Background: an optimization exercise with open tools, aiming at small area, a short achievable clock period and few clock cycles per item. Do not read the settings as production practice.
Only simulation tests tie the RTL to the original design; equivalence was not proved.

==> flow/design.v <==
module polyval_acc (
    input  wire         clk,
    input  wire         rst,
    input  wire         in_valid,
    output wire         in_ready,
    input  wire [1:0]   in_op,
    input  wire [127:0] in_data,
    output reg          done,
    output reg          err,
    output wire [127:0] result
);
    localparam [1:0] OP_SEED = 2'd0;
    localparam [1:0] OP_CLR  = 2'd1;
    function [127:0] mulx;
        input [127:0] a;
        begin
            mulx = {1'b0, a[127:1]} ^ (a[0] ? {8'he1, 120'd0} : 128'd0);
        end
    endfunction
    function [127:0] rev128;
        input [127:0] a;
        integer i;
        begin
            for (i = 0; i < 128; i = i + 1) rev128[i] = a[127 - i];
        end
    endfunction
    function [14:0] clmul8;
        input [7:0] a, b;
        integer i;
        begin
            clmul8 = 15'd0;
            for (i = 0; i < 8; i = i + 1)
                if (a[i]) clmul8 = clmul8 ^ ({7'd0, b} << i);
        end
    endfunction
    function [23:0] kx16;
        input [15:0] a;
        begin
            kx16 = {(a[7:0] ^ a[15:8]), (a[15:8]), (a[7:0])};
        end
    endfunction
    function [30:0] kmul16;
        input [23:0] a, b;
        reg [14:0] l, h, m;
        begin
            l = clmul8(a[7:0], b[7:0]);
            h = clmul8(a[15:8], b[15:8]);
            m = clmul8(a[23:16], b[23:16]) ^ l ^ h;
            kmul16 = {16'd0, l} ^ ({16'd0, m} << 8) ^ ({16'd0, h} << 16);
        end
    endfunction
    function [71:0] kx32;
        input [31:0] a;
        begin
            kx32 = {kx16(a[15:0] ^ a[31:16]), kx16(a[31:16]), kx16(a[15:0])};
        end
    endfunction
    function [62:0] kmul32;
        input [71:0] a, b;
        reg [30:0] l, h, m;
        begin
            l = kmul16(a[23:0], b[23:0]);
            h = kmul16(a[47:24], b[47:24]);
            m = kmul16(a[71:48], b[71:48]) ^ l ^ h;
            kmul32 = {32'd0, l} ^ ({32'd0, m} << 16) ^ ({32'd0, h} << 32);
        end
    endfunction
    function [215:0] kx64;
        input [63:0] a;
        begin
            kx64 = {kx32(a[31:0] ^ a[63:32]), kx32(a[63:32]), kx32(a[31:0])};
        end
    endfunction
    function [126:0] kmul64;
        input [215:0] a, b;
        reg [62:0] l, h, m;
        begin
            l = kmul32(a[71:0], b[71:0]);
            h = kmul32(a[143:72], b[143:72]);
            m = kmul32(a[215:144], b[215:144]) ^ l ^ h;
            kmul64 = {64'd0, l} ^ ({64'd0, m} << 32) ^ ({64'd0, h} << 64);
        end
    endfunction
    function [431:0] hexp;
        input [127:0] h;
        begin
            hexp = {kx64(h[127:64]), kx64(h[63:0])};
        end
    endfunction
    function [127:0] red;
        input [191:0] u;
        reg [63:0] t;
        begin
            t = u[191:128];
            red = u[127:0] ^ {64'd0, t} ^ {63'd0, t, 1'b0} ^ {62'd0, t, 2'b0} ^ {57'd0, t, 7'b0};
        end
    endfunction
    function [191:0] step;
        input [127:0] z;
        input [215:0] d;
        input [431:0] hx;
        begin
            step = {z, 64'd0}
                ^ {65'd0, kmul64(d, hx[215:0])}
                ^ {1'd0, kmul64(d, hx[431:216]), 64'd0}
                ;
        end
    endfunction
    reg [191:0] u;        
    reg [127:0] hp;       
    wire [431:0] hx = hexp(hp);    
    reg [63:0]  dx;       
    reg         seeded;   
    reg         busy;     
    reg [0:0]   cnt;      
    wire         accept  = in_valid && in_ready;
    wire [127:0] len_blk = {in_data[124:64], 3'b000, in_data[60:0], 3'b000};
    wire [127:0] fold_in = in_op[0] ? len_blk : in_data;
    wire [127:0] acc     = rev128(red(u));    
    wire [127:0] xp      = rev128(acc ^ fold_in);
    wire [215:0]  dsel    = kx64(busy ? dx : xp[127:64]);
    wire [127:0] zsel    = busy ? red(u) : 128'd0;
    wire [191:0] prod    = step(zsel, dsel, hx);
    assign in_ready = !busy;
    assign result   = acc;
    always @(posedge clk) begin
        if (busy) begin
        end else begin
            dx <= xp[63:0];
        end
    end
    always @(posedge clk) begin
        if (rst) begin
            u      <= 192'd0;
            seeded <= 1'b0;
            busy   <= 1'b0;
            cnt    <= 1'd0;
            done   <= 1'b0;
            err    <= 1'b0;
        end else begin
            done <= 1'b0;
            err  <= 1'b0;
            if (busy) begin
                u   <= prod;
                cnt <= cnt + 1'd1;
                if (cnt == 1'd1) begin
                    busy <= 1'b0;
                    cnt  <= 1'd0;
                    done <= 1'b1;
                end
            end else if (accept) begin
                case (in_op)
                    OP_SEED: begin
                        hp     <= rev128(mulx(in_data));
                        seeded <= 1'b1;
                        done   <= 1'b1;
                    end
                    OP_CLR: begin
                        u    <= 192'd0;
                        done <= 1'b1;
                    end
                    default: begin
                        if (seeded) begin
                            u    <= prod;
                            busy <= 1'b1;
                            cnt  <= 1'd1;
                        end else begin
                            done <= 1'b1;
                            err  <= 1'b1;
                        end
                    end
                endcase
            end
        end
    end
endmodule
==> flow/run.sh <==
#!/bin/bash
# synth_recipe.tcl (not shown) runs the flow's synth.tcl, then flattens the netlist and writes it again
# the make line also repeats each setting of config.mk as NAME=value (left out here)
make -C /OpenROAD-flow-scripts/flow DESIGN_CONFIG=/design/flow/config.mk WORK_HOME=/design/flow/orfs CLKGATE_MAP_FILE= SYNTH_SCRIPT=/design/flow/synth_recipe.tcl finish
==> flow/config.mk <==
export PLATFORM = sky130hd
export DESIGN_NAME = polyval_acc
export DESIGN_NICKNAME = polyval_acc
export VERILOG_FILES = /design/flow/design.v
export SDC_FILE = /design/flow/constraint.sdc
export NUM_CORES = 4
export LEC_CHECK = 0
export CAP_MARGIN = 20
export CORE_MARGIN = 2
export CORE_UTILIZATION = 40
export SETUP_SLACK_MARGIN = 1.0
export SLEW_MARGIN = 20
==> flow/constraint.sdc <==
create_clock -name core_clock -period 5.0 [get_ports {clk}]
set_input_delay 1.0000 -clock core_clock [delete_from_list [all_inputs] [get_ports {clk}]]
set_output_delay 1.0000 -clock core_clock [all_outputs]
set_load 0.01 [all_outputs]
==> results_dict.tcl, run 1 <==
set metrics [dict create \
    initial_core_util_pct 40.2 \
    drcViolationCount 0 \
    cts_sinks 389 \
    place_area_um2 106000 \
    whs_path_depth 1 \
    avgSynthCellArea_um2 7.63 \
    yosys-top-cells-area "xnor2_1, nor2_1, xor2_1" \
    synth-seq-cells 389 \
    cts-root-buf "clkbuf_16" \
    finalMaxSlewViolations 0 \
    final_nets 13100 \
    globalplace.congestion 1.20 \
    hold_end "busy$_SDFF_PP0_" \
    antenna_found_initial 37 \
    first_pass_iters 10 \
    wire_per_inst_um 35.3 \
    grt_usage_pct 53.1 \
    synth_area_um2 78300 \
    num_io_pins 264 \
    die_area_um2 199000 \
    cp_cell_sequence "buf_16 > buf_12 > buf_4 > buf_12 > mux2i_4 > mux2i_2 > buf_4 > buf_4 > nand3_1 > xnor2_1 > buf_4 > xnor3_2 > xnor2_4 > buf_12 > xnor2_2 > xnor2_2 > xnor2_1 > buf_4 > xnor3_2 > xor2_1 > xnor3_2 > o311ai_1" \
    setup_tns_ps -3.45 \
    ff2ff_setup_slack_ps 110 \
    crit_arrival_ps 5620 \
    insertion_delay_ps 750 \
    synth_top_cell_by_area "xnor2_1" \
    status "finished with violations" \
    clockBufferDepth 3 \
    top_layer "met5" \
    ys_seq_area_share_pct 12.4 \
    synthCells 10300 \
    worst_slack_ps -3.45 \
    area_growth_pct 46.8 \
    die_x_um 446 \
    tightestPinTransition_ps 1340 \
    drive_gt1_share_pct 29.1 \
    rows 162 \
    vias_per_cell 5.71 \
    vias 88800 \
    hp-start "cnt$_SDFFE_PP0P_" \
    hold_viol_final 0 \
    worstSetupStartpointType "primary input" \
    yosysMostFrequentCell "xnor2_1" \
    cts_htree_levels 2 \
    relSlewSlack_pct 9.69 \
    finalSetupViolations 1 \
    grt_pass1_wl_mm 716 \
    fp.dieH_um 446 \
    path_class "in2reg" \
    path_clk_slew_ps 70 \
    fin_crit_sh_pct 100 \
    grt_pass1_vias 82100 \
    gr-total-overflow 0 \
    synth_commonest_cells "xnor2_1, nor2_1, nand2_1, xor2_1, clkbuf_1" \
    required_ps 5620 \
    cp_slowest_cell "xnor3_2" \
    synth_edf_count 192 \
    final_util_pct 59.0 \
    max_stage_delay_ps 470 \
    drt_iter0_markers 15700 \
    fin_crit_ps 5000 \
    grt_max_degree 124 \
    dp_slack_ps -1580 \
    grt_setup_unrepaired "yes" \
    hold_buffers 0 \
    synth-main-ff-cell "dfxtp_1" \
    dr_wl_met3_mm 87.3 \
    yosysWarnings 1 \
    synth_cell_types 61 \
    crit_path_max_fanout 5 \
    numCtsBuffers 55 \
    hp-class "reg2reg" \
    coreArea_um2 195000 \
    r2r_cells 11 \
    r2r_end "u[128]$_SDFFE_PP0P_" \
    synth_top_cell_area_share_pct 39.4 \
    r2r_start "hp[98]$_DFFE_PP_" \
    synth_fp_nets 10400 \
    endpoint_kind "register" \
    max_freq_mhz 200 \
    hpwl_mm 454 \
    clock_skew_ps 38.0 \
    final_cell_area_um2 115000 \
    postSynth.asyncResetShare_pct 0 \
    drv_cap 0 \
    wl_met1_mm 201 \
    cts_tree "yes" \
    ant_nets 0 \
    check-failures "setup timing" \
    port_buffers 263 \
    crit_top_cell "buf_4" \
    dr_wl_met2_mm 204 \
    wl_mm 549 \
]
## cell type report
type	instances	area [um2]
fillers	17700	79700
inverters	10	40.0
clock inverters	41	492
well taps	2542	3180
multi-input cells	9224	70100
diodes	18	45.0
clock buffers	60	1400
repair buffers	3278	29900
flip-flops and latches	389	9710
## worst max-delay path, delay by kind of cell
family	cells	cell delay, ps
mux	2	480
compound gates	1	340
simple gates	1	100
buf+inv	9	1310
xor+xnor	9	2400
## layer usage
metal | GRT usage (%) | vias to the layer above
met4 | 42.0 | 28
met1 | 66.1 | 42600
met2 | 70.2 | 7253
met5 | 0 | -
li1 | - | 37100
met3 | 23.5 | 1841
## timing repair
action | in CTS | in global routing
gates resized for setup | 438 | 339
buffers inserted | 187 | 121
setup endpoints to repair | 182 | 182
pin swaps | 139 | 174
endpoints found under the hold margin | 0 | 0
gates cloned | 4 | 4
## placed cells by master (no fill, tap or decap), types with 15 or more instances in the layout
cell	count
o21ai_0	28
mux2_2	21
buf_6	112
dfxtp_1	195
mux2i_2	28
nand3_1	192
a21oi_1	60
diode_2	18
a31oi_1	15
xnor3_2	61
xnor2_1	3225
xor2_4	27
nor2_1	1926
nand2_1	1697
buf_12	309
a22oi_1	88
xnor2_2	265
nand2b_1	84
clkbuf_16	59
and2_4	27
buf_4	2566
a22o_1	16
xor2_2	31
mux2i_1	105
edfxtp_1	192
mux2i_4	25
xor2_1	768
nor2_2	15
xnor3_1	187
clkdlybuf4s50_1	217
dlygate4sd2_1	31
xnor2_4	107
nor2b_1	80
## metrics by stage
stage / cells / hold WS [ps]
after CTS: 15400 / 461
after detailed placement: 15100 / 455
after floorplan: 10300 / 432
final: 15600 / 460
after global placement: 15100 / 441
after global routing: 15500 / 494
## sequential cells by signal, indices dropped and copies added, names as in the netlist
signal / count
busy: 1
u: 192
hp: 128
cnt: 1
done: 1
err: 1
seeded: 1
dx: 64
## kinds of logic after synthesis
logic type | after synthesis | share of synthesized area [%]
and+or+nand+nor | 4072 | 20.6
buffers and inverters | 647 | 3.88
xor gates and xnor gates | 4677 | 58.0
DFF | 389 | 12.4
muxes | 184 | 2.42
AOI/OAI and AO/OA | 291 | 2.69
## worst max path at each step
stage	startpoint	to	slack, ps
after floorplan	in_op[0]	hp[0]$_DFFE_PP_	-380
after global placement	in_op[0]	u[81]$_SDFFE_PP0P_	-1520
after detailed placement	in_op[0]	u[81]$_SDFFE_PP0P_	-1580
after CTS	in_data[40]	u[133]$_SDFFE_PP0P_	140
after global routing	in_op[0]	u[32]$_SDFFE_PP0P_	4
final	in_op[0]	u[129]$_SDFFE_PP0P_	-3
Testbench counts, summed over its fixed seeds: cycles 3,592, commands 1,888.
==> run 2: changes to the inputs <==
--- a/flow/design.v
+++ b/flow/design.v
@@ -111,4 +111,6 @@
     wire [431:0] hx = hexp(hp);    
     reg [63:0]  dx;       
+    reg [63:0]  dl;       
+    reg         lenfirst;  
     reg         seeded;   
     reg         busy;     
@@ -116,8 +118,9 @@
     wire         accept  = in_valid && in_ready;
     wire [127:0] len_blk = {in_data[124:64], 3'b000, in_data[60:0], 3'b000};
-    wire [127:0] fold_in = in_op[0] ? len_blk : in_data;
     wire [127:0] acc     = rev128(red(u));    
-    wire [127:0] xp      = rev128(acc ^ fold_in);
-    wire [215:0]  dsel    = kx64(busy ? dx : xp[127:64]);
+    wire [127:0] xp      = rev128(acc ^ in_data);    
+    wire [127:0] xq      = rev128(acc ^ len_blk);    
+    wire [63:0]  dreg    = lenfirst ? dl : dx;
+    wire [215:0]  dsel    = kx64(busy ? dreg : xp[127:64]);
     wire [127:0] zsel    = busy ? red(u) : 128'd0;
     wire [191:0] prod    = step(zsel, dsel, hx);
@@ -127,5 +130,6 @@
         if (busy) begin
         end else begin
-            dx <= xp[63:0];
+            dx <= in_op[0] ? xq[63:0] : xp[63:0];
+            dl <= xq[127:64];
         end
     end
@@ -135,4 +139,5 @@
             seeded <= 1'b0;
             busy   <= 1'b0;
+            lenfirst <= 1'b0;
             cnt    <= 1'd0;
             done   <= 1'b0;
@@ -143,4 +148,5 @@
             if (busy) begin
                 u   <= prod;
+                lenfirst <= 1'b0;
                 cnt <= cnt + 1'd1;
                 if (cnt == 1'd1) begin
@@ -161,8 +167,13 @@
                     end
                     default: begin
-                        if (seeded) begin
+                        if (seeded && !in_op[0]) begin
                             u    <= prod;
                             busy <= 1'b1;
                             cnt  <= 1'd1;
+                        end else if (seeded) begin
+                            u        <= 192'd0;
+                            busy     <= 1'b1;
+                            lenfirst <= 1'b1;
+                            cnt      <= 1'd0;
                         end else begin
                             done <= 1'b1;
--- a/flow/config.mk
+++ b/flow/config.mk
@@ -8,5 +8,5 @@
 export CAP_MARGIN = 20
 export CORE_MARGIN = 2
-export CORE_UTILIZATION = 40
+export CORE_UTILIZATION = 60
 export SETUP_SLACK_MARGIN = 1.0
 export SLEW_MARGIN = 20
==> results_dict.tcl, run 2 <==
set metrics [dict create \
    status "aborted with a tool error" \
    haltStage "global routing (5_1_grt)" \
    error_line "[ERROR GRT-0116] Global routing finished with congestion. Check the congestion regions in the DRC Viewer." \
    port_buffers 263 \
    synth-main-ff-cell "edfxtp_1" \
    synth_top_cell_area_share_pct 34.0 \
    synth_top_family_by_area "XOR/XNOR gates" \
    cts_htree_levels 2 \
    initial_core_util_pct 60.6 \
    grt_pass1_wl_mm 740 \
    synth_fp_nets 10100 \
    synth_compound_area_share_pct 2.26 \
    hpwl_mm 380 \
    yosys-top-cells-area "xnor2_1, xnor3_1, nor2_1" \
    place_area_um2 104000 \
    grt_usage_pct 76.4 \
    avgSynthCellArea_um2 8.15 \
    synth-seq-cells 454 \
    gr-total-overflow 59 \
    synth_commonest_cells "xnor2_1, nor2_1, nand2_1, xor2_1, xnor3_1" \
    die_x_um 372 \
    synth_mux_area_share_pct 3.07 \
    grt_pass1_vias 93200 \
    cts-root-buf "clkbuf_16" \
    yosysMostFrequentCell "xnor2_1" \
    synth_fa_ha_area_share_pct 0 \
    yosysWarnings 1 \
    synth_cell_types 53 \
    synthCells 9945 \
    synth_edf_count 256 \
    cts_sinks 454 \
    synth_xor_area_share_pct 58.8 \
    grt_max_degree 130 \
    fp.dieH_um 372 \
    num_io_pins 264 \
    synth_top_cell_by_area "xnor2_1" \
    synth_area_um2 81100 \
    clockBufferDepth 3 \
    yosys.area_share.simple_pct 18.1 \
    numCtsBuffers 52 \
    globalplace.congestion 1.30 \
    ys_seq_area_share_pct 14.4 \
    rows 134 \
    hold_buffers 0 \
    postSynth.asyncResetShare_pct 0 \
]
-- run 2: cell types whose count changed after synthesis, sizes merged, moves of 40 or more --
cell / change
nor2: +481
xnor2: -369
nand2: -343
xnor3: +230
nand3: -190
buf: -64
edfxtp: +64
nor2b: -63
nand2b: -57
a21oi: -40
-- run 2: cells by family after synthesis --
group / count (synthesis)
AO/OA/AOI/OAI: 264
buffers and inverters: 590
flip-flops: 454
AND/OR/NAND/NOR: 3857
XOR/XNOR: 4585
multiplexers: 195
-- run 2: how the worst min path moves through the flow --
stage                                    from                  to  depth (start not counted)
after floorplan            u[60]$_SDFFE_PP0P_  u[60]$_SDFFE_PP0P_                          2
after global placement     u[58]$_SDFFE_PP0P_  u[58]$_SDFFE_PP0P_                          2
after detailed placement  seeded$_SDFFE_PP0P_      err$_SDFF_PP0_                          1
after CTS                 seeded$_SDFFE_PP0P_      err$_SDFF_PP0_                          1
-- run 2: timing repair --
item,in CTS
resized for setup,422
cloned,11
setup buffers,147
endpoints found under the setup margin,186
pin swaps,146
-- run 2: metal layers --
| layer | GRT overflow | GRT usage [%] |
|---|---|---|
| met3 | 1 | 63.3 |
| met2 | 33 | 90.4 |
| met4 | 25 | 72.8 |
| met5 | 0 | 45.7 |
| met1 | 0 | 76.8 |
-- run 2: stage by stage --
stage | utilization [%] | cells | setup slack [ps]
after floorplan | - | 9945 | -463
after global placement | 77.5 | 13600 | -1260
after detailed placement | 77.5 | 13600 | -1310
after CTS | 82.0 | 13800 | 422
Testbench counts of run 2, summed over its fixed seeds: cycles 3,688, commands 1,888.
==> run 3: changes to the inputs <==
--- a/flow/config.mk
+++ b/flow/config.mk
@@ -8,5 +8,5 @@
 export CAP_MARGIN = 20
 export CORE_MARGIN = 2
-export CORE_UTILIZATION = 60
+export CORE_UTILIZATION = 45
 export SETUP_SLACK_MARGIN = 1.0
 export SLEW_MARGIN = 20
==> results_dict.tcl, run 3 <==
set metrics [dict create \
    place_area_um2 107000 \
    num_io_pins 264 \
    ff2ff_setup_slack_ps 100 \
    finalSetupViolations 0 \
    ys_seq_area_share_pct 14.4 \
    status "complete, no violations" \
    gr-total-overflow 0 \
    tightestPinTransition_ps 1380 \
    mostFrequentLayoutCells "xnor2_1, nor2_1, buf_4" \
    final_common_cell "xnor2_1" \
    die_x_um 429 \
    fp.dieH_um 429 \
    worstSetupStartpointType "register" \
    drive_gt1_share_pct 27.4 \
    cts-root-buf "clkbuf_16" \
    top_regs "u x192, hp x128" \
    yosysWarnings 1 \
    insertion_delay_ps 670 \
    synth_edf_count 256 \
    max_stage_delay_ps 840 \
    finalMaxSlewViolations 0 \
    cts_tree "yes" \
    cts_sinks 454 \
    critical_path_buf_inv_count 3 \
    crit_family "XOR/XNOR gates" \
    die_area_um2 184000 \
    grt_pass1_vias 81400 \
    wire_per_inst_um 36.5 \
    numCtsBuffers 50 \
    drv_cap 0 \
    path_class "reg2reg" \
    grt_pass1_wl_mm 701 \
    synthCells 9945 \
    hp-start "u[49]$_SDFFE_PP0P_" \
    area_growth_pct 40.8 \
    sequential_cell_area_um2 11700 \
    globalplace.congestion 1.20 \
    synth_area_um2 81100 \
    drt_iter0_markers 15300 \
    grt_usage_pct 56.1 \
    final_nets 12500 \
    rows 155 \
    cp_slowest_cell "xnor2_1" \
    initial_core_util_pct 45.4 \
    r2r_start "hp[12]$_DFFE_PP_" \
    yosysMostFrequentCell "xnor2_1" \
    grt_setup_unrepaired "yes" \
    multi_input_area_um2 70900 \
    coreArea_um2 179000 \
    crit_top_cell "xnor2_1" \
    wl_mm 539 \
    r2r_cells 13 \
    endpoint_kind "register" \
    path_clk_slew_ps 70 \
    whs_ps 497 \
    hpwl_mm 438 \
    regMostFlops "u" \
    synth_commonest_cells "xnor2_1, nor2_1, nand2_1, xor2_1, xnor3_1" \
    r2r_end "u[66]$_SDFFE_PP0P_" \
    postSynth.asyncResetShare_pct 0 \
    fin_crit_sh_pct 98.1 \
    hold_viol_final 0 \
    first_pass_iters 9 \
    vias_per_cell 5.97 \
    synth-seq-cells 454 \
    synth-main-ff-cell "edfxtp_1" \
    synth_fp_nets 10100 \
    crit_arrival_ps 5450 \
    nFillCells 15100 \
    cp.depth 13 \
    port_buffers 263 \
    cts_htree_levels 2 \
    largest_reg_flops 192 \
    synth_top_cell_by_area "xnor2_1" \
    hp-class "reg2reg" \
    synth_cell_types 53 \
    clock_skew_ps 35.2 \
    cp_cell_sequence "xnor2_1 > xnor2_1 > buf_4 > xnor2_1 > buf_4 > nor2_1 > xnor2_1 > xnor2_1 > buf_4 > xnor3_2 > xnor3_2 > xnor3_1 > a22o_1" \
    fin_crit_ps 4900 \
    drcViolationCount 0 \
    grt_max_degree 130 \
    antenna_found_initial 37 \
    final_cell_area_um2 114000 \
    max_freq_mhz 204 \
    yosys-top-cells-area "xnor2_1, xnor3_1, nor2_1" \
    crit_path_end "u[66]$_SDFFE_PP0P_" \
    ant_nets 0 \
    avgSynthCellArea_um2 8.15 \
    required_ps 5550 \
    crit_start "hp[12]$_DFFE_PP_" \
    vias 88000 \
    clockBufferDepth 3 \
    relSlewSlack_pct 7.60 \
    synth_top_cell_area_share_pct 34.0 \
    crit_path_max_fanout 9 \
]
==> run 3: cell counts after synthesis <==
Identical to the previous run, type by type.
==> run 3: worst min path at each step <==
| stage | slack (ps) | depth (start not counted) | endpoint |
|---|---|---|---|
| finish | 500 | 2 | u[49]$_SDFFE_PP0P_ |
| CTS | 490 | 2 | u[60]$_SDFFE_PP0P_ |
| floorplan | 440 | 2 | u[60]$_SDFFE_PP0P_ |
| global placement | 460 | 1 | err$_SDFF_PP0_ |
| detailed placement | 480 | 2 | u[49]$_SDFFE_PP0P_ |
| global route | 510 | 2 | u[60]$_SDFFE_PP0P_ |
==> run 3: worst reg2reg max path, cell delays in order, from the launching register on <==
cell      delay [ps]
edfxtp_1         780
xnor2_1          840
xnor2_1          310
buf_4            290
xnor2_1          530
buf_4            250
nor2_1            60
xnor2_1          160
xnor2_1          150
buf_4            140
xnor3_2          460
xnor3_2          300
xnor3_1          350
a22o_1           180
==> run 3: area by class of cell <==
class	instances	area share, %
Multi-Input combinational cell	8901	62.1
Timing Repair Buffer	2906	23.4
Sequential cell	454	10.2
Tap cell	2355	2.58
Clock buffer	61	1.16
Clock inverter	33	0.365
Inverter	12	0.0625
Antenna cell	20	0.0438
==> run 3: layer usage <==
| layer | share of wire, % | vias to the layer above | wire length [um] | track usage, % |
|---|---|---|---|---|
| met5 | 0.024 | - | 131 | 0.0260 |
| met4 | 13 | 20 | 69100 | 54.5 |
| met3 | 16 | 2450 | 86300 | 24.9 |
| met2 | 38 | 8258 | 204000 | 76.1 |
| met1 | 33 | 41600 | 179000 | 64.6 |
| li1 | - | 35700 | - | - |
==> run 3: logic make-up (layout without fill, tap and decap cells) <==
logic type	Yosys count	after routing	synth area share, %
flip-flops	454	454	14.4
multiplexers	195	195	3.07
AO/OA/AOI/OAI	264	264	2.26
AND/OR/NAND/NOR	3857	3857	18.1
other	0	20	0
XOR/XNOR	4585	4585	58.8
buffers and inverters	590	3012	3.41
==> run 3: metrics by stage <==
| stage | instances | setup slack [ps] | TNS [ps] | utilization (%) |
|---|---|---|---|---|
| final | 14700 | 97.2 | 0 | 63.9 |
| after global routing | 14700 | 154 | 0 | 63.8 |
| after CTS | 14600 | 298 | 0 | 62.5 |
| after detailed placement | 14400 | -1730 | -61340 | 59.9 |
| after global placement | 14400 | -1730 | -59590 | 59.8 |
| after floorplan | 9945 | -463 | -59360 | - |
==> run 3: repair_timing <==
| item | CTS | global route |
|---|---|---|
| buffers inserted | 92 | 80 |
| pin swaps | 97 | 134 |
| hold buffers | 0 | 0 |
| endpoints found under the setup margin | 188 | 190 |
| gates cloned | 2 | 8 |
| gates resized for setup | 355 | 246 |

==> port drivers added, routing unchanged <==
The flow's constraints put no driver on any port. The routed layouts listed below were extracted and timed again, unchanged, in two steps. Step 1: set_driving_cell puts a clkbuf_16 on clk and a buf_2 on each other input, an assumption about the parent block. Step 2 also shifts input and output timing later by t, the mid clock arrival at the registers, as if the neighbouring blocks saw the same clock. a / b / c = ideal ports / drivers / drivers and shift; a / b = the first two.
run | t, ns | setup WS [ns] | worst setup path after step 2 | pins driven straight from the clock port
run 1 | 0.809 | -0.003 / -0.195 / -1.004 | input to register | 1
run 3 | 0.734 | 0.097 / 0.097 / -0.534 | input to register | 1
Met with ideal ports but missed after step 2: setup timing in run 3. The setup slack of run 1, which loses most, moves by -0.192 ns with the drivers and by -1.001 ns with both steps.
